Source: an optimization exercise on an open RTL-to-GDS flow (aim: small area, a short achievable clock period and few clock cycles). Production flows keep margins and buffers that such runs may drop.
Only simulation tests tie the RTL to the original design; equivalence was not proved.
Power is estimated from default activity; no workload was simulated.

### design.v
module awx_draw (
    input  wire        clk,
    input  wire        rst,
    input  wire        cmd_valid,
    output wire        cmd_ready,
    input  wire [63:0] cmd_desc,
    input  wire [1:0]  cfg_orient,
    input  wire [2:0]  flag_clr,
    output reg         tx_valid,
    input  wire        tx_ready,
    output reg         tx_cmd,
    output reg  [15:0] tx_data,
    input  wire        tx_idle,
    output reg  [13:0] win_remain,
    output reg  [2:0]  flags         
);
    localparam PANEL_W = 160;
    localparam PANEL_H = 80;
    localparam [3:0] OP_SETWIN = 4'h1,
                     OP_PIXEL  = 4'h2,
                     OP_POINT  = 4'h3,
                     OP_FILL   = 4'h4,
                     OP_LINE   = 4'h5,
                     OP_RECT   = 4'h6,
                     OP_CIRCLE = 4'h7;
    localparam [3:0] S_IDLE      = 4'd0,
                     S_DECODE    = 4'd1,
                     S_LINE_INIT = 4'd2,
                     S_PT_CHECK  = 4'd3,
                     S_WIN_WAIT  = 4'd4,
                     S_WIN_EMIT  = 4'd5,
                     S_DATA      = 4'd6,
                     S_PT_NEXT   = 4'd7,
                     S_PIXEL     = 4'd8,
                     S_PT_CALC   = 4'd9,
                     S_LINE_PT   = 4'd10,
                     S_RECT_EDGE = 4'd11;
    reg [3:0]  state;
    reg [63:0] desc;
    reg [1:0]  orient;
    wire [3:0]  op    = desc[63:60];
    wire [3:0]  sub   = desc[59:56];
    wire [8:0]  f_x1  = desc[55:47];
    wire [8:0]  f_y1  = desc[46:38];
    wire [8:0]  f_x2  = desc[37:29];
    wire [8:0]  f_y2  = desc[28:20];
    wire [8:0]  f_r   = desc[37:29];
    wire [15:0] color = desc[15:0];
    reg [7:0] col_off, row_off;
    always @(*) begin
        case (orient)
            2'd0: begin col_off = 8'd26; row_off = 8'd1;  end
            2'd1: begin col_off = 8'd26; row_off = 8'd1;  end
            2'd2: begin col_off = 8'd1;  row_off = 8'd26; end
            default: begin col_off = 8'd1; row_off = 8'd26; end
        endcase
    end
    wire is_nop    = (desc == 64'd0);
    wire is_setwin = (op == OP_SETWIN) && (sub == 4'd0) && (desc[19:0] == 20'd0);
    wire is_pixel  = (op == OP_PIXEL)  && (desc[59:16] == 44'd0);
    wire is_point  = (op == OP_POINT)  && (sub == 4'd0) && (desc[37:16] == 22'd0);
    wire is_fill   = (op == OP_FILL)   && (sub == 4'd0) && (desc[19:16] == 4'd0);
    wire is_line   = (op == OP_LINE)   && (sub == 4'd0) && (desc[19:16] == 4'd0);
    wire is_rect   = (op == OP_RECT)   && (sub == 4'd0) && (desc[19:16] == 4'd0);
    wire is_circle = (op == OP_CIRCLE) && (sub == 4'd0) && (desc[28:16] == 13'd0);
    wire win_ok = (f_x1 <= f_x2) && (f_x2 < PANEL_W) &&
                  (f_y1 <= f_y2) && (f_y2 < PANEL_H);
    reg [8:0]  wx1, wy1, wx2, wy2;
    reg [13:0] pix_count;      
    reg [13:0] win_size;       
    reg [2:0]  seq;            
    reg signed [11:0] px, py;
    reg [8:0]  lx1, ly1, lx2, ly2;    
    reg signed [11:0] lx, ly;         
    reg [9:0]  adx, ady, span;
    reg [9:0]  xerr, yerr;
    reg        sx, sy;                
    reg        mx, my;                
    reg [9:0]  lcount;                
    reg [1:0]  edge_n;                
    reg [9:0]  ca, cb;
    reg [2:0]  ck;
    wire signed [11:0] cx0 = {3'b000, f_x1};
    wire signed [11:0] cy0 = {3'b000, f_y1};
    wire signed [11:0] sa  = {2'b00, ca};
    wire signed [11:0] sb  = {2'b00, cb};
    reg  signed [11:0] cpx, cpy;
    always @(*) begin
        case (ck)
            3'd0: begin cpx = cx0 - sb; cpy = cy0 - sa; end
            3'd1: begin cpx = cx0 + sb; cpy = cy0 - sa; end
            3'd2: begin cpx = cx0 - sa; cpy = cy0 + sb; end
            3'd3: begin cpx = cx0 - sa; cpy = cy0 - sb; end
            3'd4: begin cpx = cx0 + sb; cpy = cy0 + sa; end
            3'd5: begin cpx = cx0 + sa; cpy = cy0 - sb; end
            3'd6: begin cpx = cx0 + sa; cpy = cy0 + sb; end
            default: begin cpx = cx0 - sb; cpy = cy0 + sa; end
        endcase
    end
    wire [9:0]  ca_next = ca + 10'd1;
    wire [20:0] sum_sq  = ca_next * ca_next + cb * cb;
    wire [20:0] r_sq    = f_r * f_r;
    wire        cb_dec  = (sum_sq > r_sq);
    wire [9:0]  cb_next = cb_dec ? cb - 10'd1 : cb;
    wire        circ_done = cb_dec ? (ca_next >= cb) : (ca_next > cb);
    wire pt_on = (px >= 0) && (px < PANEL_W) && (py >= 0) && (py < PANEL_H);
    reg [8:0] ex1, ey1, ex2, ey2;
    always @(*) begin
        case (edge_n)
            2'd0: begin ex1 = f_x1; ey1 = f_y1; ex2 = f_x2; ey2 = f_y1; end
            2'd1: begin ex1 = f_x1; ey1 = f_y1; ex2 = f_x1; ey2 = f_y2; end
            2'd2: begin ex1 = f_x1; ey1 = f_y2; ex2 = f_x2; ey2 = f_y2; end
            default: begin ex1 = f_x2; ey1 = f_y1; ex2 = f_x2; ey2 = f_y2; end
        endcase
    end
    wire [9:0] ldx = (lx2 >= lx1) ? ({1'b0, lx2} - {1'b0, lx1}) : ({1'b0, lx1} - {1'b0, lx2});
    wire [9:0] ldy = (ly2 >= ly1) ? ({1'b0, ly2} - {1'b0, ly1}) : ({1'b0, ly1} - {1'b0, ly2});
    wire [10:0] xerr_sum = {1'b0, xerr} + {1'b0, adx};
    wire [10:0] yerr_sum = {1'b0, yerr} + {1'b0, ady};
    wire        xstep    = (xerr_sum >= {1'b0, span});
    wire        ystep    = (yerr_sum >= {1'b0, span});
    wire [15:0] c1 = {7'd0, wx1} + {8'd0, col_off};
    wire [15:0] c2 = {7'd0, wx2} + {8'd0, col_off};
    wire [15:0] r1 = {7'd0, wy1} + {8'd0, row_off};
    wire [15:0] r2 = {7'd0, wy2} + {8'd0, row_off};
    always @(*) begin
        tx_valid = 1'b0;
        tx_cmd   = 1'b0;
        tx_data  = 16'd0;
        case (state)
            S_WIN_EMIT: begin
                tx_valid = 1'b1;
                case (seq)
                    3'd0: begin tx_cmd = 1'b1; tx_data = 16'h002A; end
                    3'd1: tx_data = c1;
                    3'd2: tx_data = c2;
                    3'd3: begin tx_cmd = 1'b1; tx_data = 16'h002B; end
                    3'd4: tx_data = r1;
                    3'd5: tx_data = r2;
                    default: begin tx_cmd = 1'b1; tx_data = 16'h002C; end
                endcase
            end
            S_DATA, S_PIXEL: begin
                tx_valid = 1'b1;
                tx_data  = color;
            end
            default: ;
        endcase
    end
    wire tx_fire = tx_valid && tx_ready;
    assign cmd_ready = (state == S_IDLE);
    always @(posedge clk) begin
        if (rst) begin
            state      <= S_IDLE;
            desc       <= 64'd0;
            orient     <= 2'd0;
            win_remain <= 14'd0;
            flags      <= 3'd0;
            wx1 <= 9'd0; wy1 <= 9'd0; wx2 <= 9'd0; wy2 <= 9'd0;
            pix_count  <= 14'd0;
            win_size   <= 14'd0;
            seq        <= 3'd0;
            px <= 12'sd0; py <= 12'sd0;
            lx1 <= 9'd0; ly1 <= 9'd0; lx2 <= 9'd0; ly2 <= 9'd0;
            lx <= 12'sd0; ly <= 12'sd0;
            adx <= 10'd0; ady <= 10'd0; span <= 10'd0;
            xerr <= 10'd0; yerr <= 10'd0;
            sx <= 1'b0; sy <= 1'b0; mx <= 1'b0; my <= 1'b0;
            lcount <= 10'd0;
            edge_n <= 2'd0;
            ca <= 10'd0; cb <= 10'd0; ck <= 3'd0;
        end else begin
            if (state == S_IDLE)
                flags <= flags & ~flag_clr;
            case (state)
                S_IDLE: begin
                    if (cmd_valid) begin
                        desc   <= cmd_desc;
                        orient <= cfg_orient;
                        state  <= S_DECODE;
                    end
                end
                S_DECODE: begin
                    if (is_nop) begin
                        state <= S_IDLE;
                    end else if (is_setwin || is_fill) begin
                        if (!win_ok) begin
                            flags[0] <= 1'b1;
                            state    <= S_IDLE;
                        end else begin
                            wx1 <= f_x1; wy1 <= f_y1; wx2 <= f_x2; wy2 <= f_y2;
                            win_size <= ({5'd0, f_x2} - {5'd0, f_x1} + 14'd1) *
                                        ({5'd0, f_y2} - {5'd0, f_y1} + 14'd1);
                            state <= S_WIN_WAIT;
                        end
                    end else if (is_pixel) begin
                        state <= S_PIXEL;
                    end else if (is_point) begin
                        px <= {3'b000, f_x1};
                        py <= {3'b000, f_y1};
                        state <= S_PT_CHECK;
                    end else if (is_line) begin
                        lx1 <= f_x1; ly1 <= f_y1; lx2 <= f_x2; ly2 <= f_y2;
                        state <= S_LINE_INIT;
                    end else if (is_rect) begin
                        edge_n <= 2'd0;
                        lx1 <= f_x1; ly1 <= f_y1; lx2 <= f_x2; ly2 <= f_y1;
                        state <= S_LINE_INIT;
                    end else if (is_circle) begin
                        ca <= 10'd0;
                        cb <= {1'b0, f_r};
                        ck <= 3'd0;
                        px <= cx0 - {3'b000, f_r};
                        py <= cy0;
                        state <= S_PT_CHECK;
                    end else begin
                        flags[2] <= 1'b1;
                        state    <= S_IDLE;
                    end
                end
                S_LINE_INIT: begin
                    adx  <= ldx;
                    ady  <= ldy;
                    span <= (ldx > ldy) ? ldx : ldy;
                    lcount <= (ldx > ldy) ? ldx : ldy;
                    xerr <= 10'd0;
                    yerr <= 10'd0;
                    sx   <= (lx2 < lx1);
                    sy   <= (ly2 < ly1);
                    mx   <= (lx2 != lx1);
                    my   <= (ly2 != ly1);
                    lx   <= {3'b000, lx1};
                    ly   <= {3'b000, ly1};
                    px   <= {3'b000, lx1};
                    py   <= {3'b000, ly1};
                    state <= S_PT_CHECK;
                end
                S_PT_CHECK: begin
                    if (pt_on) begin
                        wx1 <= px[8:0]; wx2 <= px[8:0];
                        wy1 <= py[8:0]; wy2 <= py[8:0];
                        state <= S_WIN_WAIT;
                    end else begin
                        flags[0] <= 1'b1;
                        state    <= S_PT_NEXT;
                    end
                end
                S_WIN_WAIT: begin
                    if (tx_idle) begin
                        if (win_remain != 14'd0)
                            flags[1] <= 1'b1;
                        win_remain <= 14'd0;
                        seq   <= 3'd0;
                        state <= S_WIN_EMIT;
                    end
                end
                S_WIN_EMIT: begin
                    if (tx_fire) begin
                        if (seq == 3'd6) begin
                            if (is_setwin) begin
                                win_remain <= win_size;
                                state <= S_IDLE;
                            end else begin
                                pix_count <= is_fill ? win_size : 14'd1;
                                state <= S_DATA;
                            end
                        end else begin
                            seq <= seq + 3'd1;
                        end
                    end
                end
                S_DATA: begin
                    if (tx_fire) begin
                        pix_count <= pix_count - 14'd1;
                        if (pix_count == 14'd1)
                            state <= is_fill ? S_IDLE : S_PT_NEXT;
                    end
                end
                S_PIXEL: begin
                    if (tx_fire) begin
                        if (win_remain == 14'd0)
                            flags[1] <= 1'b1;
                        else
                            win_remain <= win_remain - 14'd1;
                        state <= S_IDLE;
                    end
                end
                S_PT_NEXT: begin
                    if (is_point) begin
                        state <= S_IDLE;
                    end else if (is_circle) begin
                        if (ck == 3'd7) begin
                            ca <= ca_next;
                            cb <= cb_next;
                            ck <= 3'd0;
                            if (circ_done) begin
                                state <= S_IDLE;
                            end else begin
                                px <= cx0 - $signed({2'b00, cb_next});
                                py <= cy0 - $signed({2'b00, ca_next});
                                state <= S_PT_CHECK;
                            end
                        end else begin
                            ck <= ck + 3'd1;
                            state <= S_PT_CALC;
                        end
                    end else begin
                        if (lcount == 10'd0) begin
                            if (is_rect && edge_n != 2'd3) begin
                                edge_n <= edge_n + 2'd1;
                                state  <= S_RECT_EDGE;
                            end else begin
                                state <= S_IDLE;
                            end
                        end else begin
                            lcount <= lcount - 10'd1;
                            if (xstep) begin
                                xerr <= xerr_sum[9:0] - span;
                                if (mx) lx <= sx ? lx - 12'sd1 : lx + 12'sd1;
                            end else begin
                                xerr <= xerr_sum[9:0];
                            end
                            if (ystep) begin
                                yerr <= yerr_sum[9:0] - span;
                                if (my) ly <= sy ? ly - 12'sd1 : ly + 12'sd1;
                            end else begin
                                yerr <= yerr_sum[9:0];
                            end
                            state <= S_LINE_PT;
                        end
                    end
                end
                S_PT_CALC: begin
                    px <= cpx;
                    py <= cpy;
                    state <= S_PT_CHECK;
                end
                S_LINE_PT: begin
                    px <= lx;
                    py <= ly;
                    state <= S_PT_CHECK;
                end
                S_RECT_EDGE: begin
                    lx1 <= ex1; ly1 <= ey1; lx2 <= ex2; ly2 <= ey2;
                    state <= S_LINE_INIT;
                end
                default: state <= S_IDLE;
            endcase
        end
    end
endmodule
### run.sh
#!/bin/bash
# synth_recipe.tcl (not shown) runs the flow's synth.tcl, then flattens the netlist and writes it again
# the make line also repeats each setting of config.mk as NAME=value (left out here)
make -C /OpenROAD-flow-scripts/flow DESIGN_CONFIG=/design/flow/config.mk WORK_HOME=/design/flow/orfs CLKGATE_MAP_FILE= SYNTH_SCRIPT=/design/flow/synth_recipe.tcl finish
### config.mk
export PLATFORM = sky130hd
export DESIGN_NAME = awx_draw
export DESIGN_NICKNAME = awx_draw
export VERILOG_FILES = /design/flow/design.v
export SDC_FILE = /design/flow/constraint.sdc
export NUM_CORES = 4
export LEC_CHECK = 0
export CAP_MARGIN = 20
export CORE_MARGIN = 2
export CORE_UTILIZATION = 40
export PLACE_DENSITY = 0.6
export SLEW_MARGIN = 20
### constraint.sdc
create_clock -name core_clock -period 12.0 [get_ports {clk}]
set_input_delay 2.4000 -clock core_clock [delete_from_list [all_inputs] [get_ports {clk}]]
set_output_delay 2.4000 -clock core_clock [all_outputs]
set_load 0.01 [all_outputs]
==> flow_metrics.tcl <==
set metrics [dict create \
    synth_area_per_cell_um2 7.78 \
    min_path_type "reg -> reg" \
    worst_path_max_delay_cell "fa_1" \
    area_delta_synth_final_pct 11.1 \
    hold_viol 0 \
    crit_type "reg -> reg" \
    cts_setup_buffers 0 \
    grt_overflow 0 \
    synth_seq_cells 326 \
    nNetsFinal 5386 \
    muxShareOfSynthArea_pct 2.19 \
    min-delay-start "span[4]$_SDFFE_PP0P_" \
    finalWorstSetupSlack_ns 0.757 \
    ant_nets 0 \
    synth_flop_cell "dfxtp_1" \
    grt_max_degree 97 \
    slowest_delay_ns 0.60 \
    maxCapViolations 0 \
    p_leak_nw 17.3 \
    hold_buffers 0 \
    grt_use_total_pct 24.7 \
    cp.required_ns 12.50 \
    stdcell_area_mm2 0.0398 \
    critPathCaptureType "flop" \
    drv_slew 0 \
    dpl-instance-area_mm2 0.0384 \
    clkTransAtPathRegs_ns 0.06 \
    power_density_mw_per_mm2 355 \
    path_max_fanout 12 \
    clockBufferDepth 3 \
    setup.worst_path.start_class "flop" \
    seq_power_share_pct 10.0 \
    dr.first_iter.drc_count 2398 \
    synth_edf_count 0 \
    avgViaCountPerCell 5.55 \
    cts_tree "done" \
    fp.dieW_um 303 \
    setup.worst_path.start "ca[0]$_SDFFE_PP0P_" \
    die_h_um 303 \
    critPathArrivalTime_ns 11.75 \
    synthesis.area_mm2 0.0358 \
    p_sw_share_pct 49.9 \
    p_total_mw 14.1 \
    ys_async_sr_fraction_pct 0 \
    crit_family "adder cells" \
    fmax_mhz 88.9 \
    synth_top_family_by_area "adder cells" \
    ys_types 97 \
    rows 109 \
    htreeDepth 2 \
    die-area_mm2 0.0920 \
    p_comb_share_pct 80.7 \
    yosys.area_share.xor_xnor_pct 5.89 \
    p_int_mw 7.08 \
    start_util_pct 40.4 \
    p_sw_mw 7.06 \
    synth_warnings 1 \
    antenna_found_initial 1 \
    hold_depth 2 \
    outcome "finished clean" \
    drive_gt1_share_pct 5.19 \
    hpwl_mm 87.6 \
    yosys.area_share.simple_pct 18.0 \
    cts_root_buf "clkbuf_16" \
    drc 0 \
    path_depth 47 \
    seq_area_frac_synth_pct 18.2 \
    syn-num-nets 5343 \
    grt_pass1_vias 30700 \
    clkLatencyLatePin_ns 0.60 \
    vdd_ir_drop_max_v 0.00131 \
    ioPinCount 110 \
    max_slew_margin_pct 28.8 \
    ff2ff_path_depth 47 \
    timing.final.crit_period_ns 11.24 \
    routed_wl_mm 114 \
    r2r-start "ca[0]$_SDFFE_PP0P_" \
    vias 32400 \
    port_buffers 108 \
    path_buf_inv 7 \
    synth_fa_ha_area_share_pct 28.2 \
    wl_per_cell_um 19.5 \
    cts_sinks 326 \
    synth_compound_area_share_pct 19.7 \
    synth_cells 4608 \
    grt_pass1_wl_mm 178 \
    cts_buffers 41 \
    pre_cts_ws_ns 0.483 \
    finalSetupViolations 0 \
    whs_ns 0.456 \
    min_period_over_period_pct 93.7 \
    drt-pass1-iter-count 6 \
    gp_congestion 0.937 \
    tightest_slew_ns 1.07 \
    core_region_area_mm2 0.0886 \
    power_frac_clock_pct 9.3 \
    fin_skew_ns 0.0183 \
]
==> flip-flops by register name, indices dropped and copies added, names as in the netlist, 10 cells and up <==
| signal | cells |
|---|---|
| win_remain | 14 |
| xerr | 10 |
| px | 12 |
| lcount | 10 |
| lx | 12 |
| span | 10 |
| py | 12 |
| yerr | 10 |
| ca | 10 |
| cb | 10 |
| ady | 10 |
| pix_count | 14 |
| adx | 10 |
| desc | 64 |
| win_size | 14 |
| ly | 12 |
==> cells by family after synthesis <==
kind of cell    after synthesis
compound gates             1103
buf+inv                     741
mux                          75
xor+xnor                    238
fa+ha+maj                   662
simple gates               1463
flops                       326
==> routing by layer <==
layer / share of wire (%) / global-route usage [%] / vias up / routed length (µm)
met4: 4.1 / 8.88 / 0 / 4670
met2: 46 / 40.8 / 997 / 52100
met5: 0 / 0 / - / 0
met3: 6.3 / 3.28 / 207 / 7150
met1: 44 / 33.0 / 15500 / 50300
li1: - / - / 15800 / -
==> cells in the mapped netlist, drive strengths merged (81+ instances only) <==
cell / instances / area share [%]
dfxtp: 326 / 18
a211oi: 104 / 2.2
xnor2: 175 / 4.3
ha: 416 / 15
nand2: 519 / 5.4
o21ai: 212 / 3.0
nand3: 81 / 1.1
fa: 245 / 14
clkbuf: 181 / 1.9
nor2: 513 / 5.4
a21oi: 392 / 5.5
inv: 530 / 5.6
==> cell usage in the layout (no fill, tap or decap), types with 33 or more instances in the layout <==
master / Yosys / routed
nor3_1: 75 / 73
clkdlybuf4s50_1: 0 / 107
xor2_1: 61 / 61
a21oi_1: 389 / 389
a311oi_1: 39 / 39
o21bai_1: 39 / 39
clkbuf_16: 0 / 41
nor2b_1: 57 / 57
dfxtp_1: 326 / 325
nor4_1: 35 / 33
o21ai_0: 185 / 183
buf_4: 0 / 90
nand2_1: 518 / 517
xnor2_1: 175 / 174
a211oi_1: 103 / 102
inv_1: 527 / 527
mux2i_1: 50 / 50
fa_1: 245 / 244
nor2_1: 510 / 506
a21o_1: 70 / 70
ha_1: 416 / 416
nand2b_1: 37 / 37
a22oi_1: 40 / 40
and2_1: 52 / 51
nand3_1: 81 / 80
==> cell type report <==
cell class              count  area [µm²]
inverters                 542        2030
clock buffers              50        1110
flip-flops and latches    326        6530
diodes                      2        5.00
multi-input cells        3541       26600
well taps                1165        1460
fillers                  9028       48800
repair buffers            199        1770
clock inverters            24         297
==> timing repair <==
action,in CTS,in global routing
gates resized for setup,0,8
setup endpoints to repair,0,6
hold endpoints to repair,0,0
==> worst min-delay path, delay by kind of cell, from the launching register on <==
| kind | cells | cell delay, ns |
|---|---|---|
| compound gates | 1 | 0.05 |
| flops | 1 | 0.31 |
| simple gates | 1 | 0.05 |
==> worst paths after layout <==
path / end / slack [ns]
setup / recovery: px[6]$_SDFFE_PP0P_ / 0.76
hold / removal: span[4]$_SDFFE_PP0P_ / 0.46
hold reg to reg: span[4]$_SDFFE_PP0P_ / 0.46
setup reg to reg: px[6]$_SDFFE_PP0P_ / 0.76
==> stage by stage <==
step                      setup TNS, ns  cells  util, %
after global placement                0   5772     43.3
after global routing            -0.0297   5847     44.9
after CTS                             0   5846     44.9
final                                 0   5849     44.9
after detailed placement              0   5772     43.3
after floorplan                       0   4608        -
==> power groups by stage <==
| stage | Sequential, mW | Clock [mW] | Combinational, mW |
|---|---|---|---|
| 2_1_floorplan | 1.36 | 0 | 9.17 |
| 3_3_place_gp | 1.43 | 0 | 11.3 |
| 3_5_place_dp | 1.44 | 0 | 11.4 |
| 4_1_cts | 1.41 | 1.34 | 11.5 |
| 5_1_grt | 1.43 | 1.38 | 12.8 |
| 6_report | 1.42 | 1.31 | 11.4 |
Testbench counts, summed over its fixed seeds: cycles 475,121.

[port drivers added, routing unchanged]
In the flow no input, the clock included, has a driving cell. The finished layout below was timed again as built, in two steps. Step 1 assumes that a clkbuf_16 drives the clock port and a buf_2 every other input. Step 2 moves the port delays by t, midway between the first and last clock arrival at a register: inputs arrive t later, outputs are due t later. That takes back most of the time a late clock gives input paths. Slacks: no drivers / after step 1 / after step 2; pairs: no drivers / after step 1.
shift t [ns]: 0.659
slack for setup (ns): 0.757 / 0.757 / 0.757
pins driven straight from the clock port: 1
After both steps setup and hold are still met in this run. For this run, drivers alone change the setup slack by 0.000 ns; drivers and shift together by 0.000 ns.
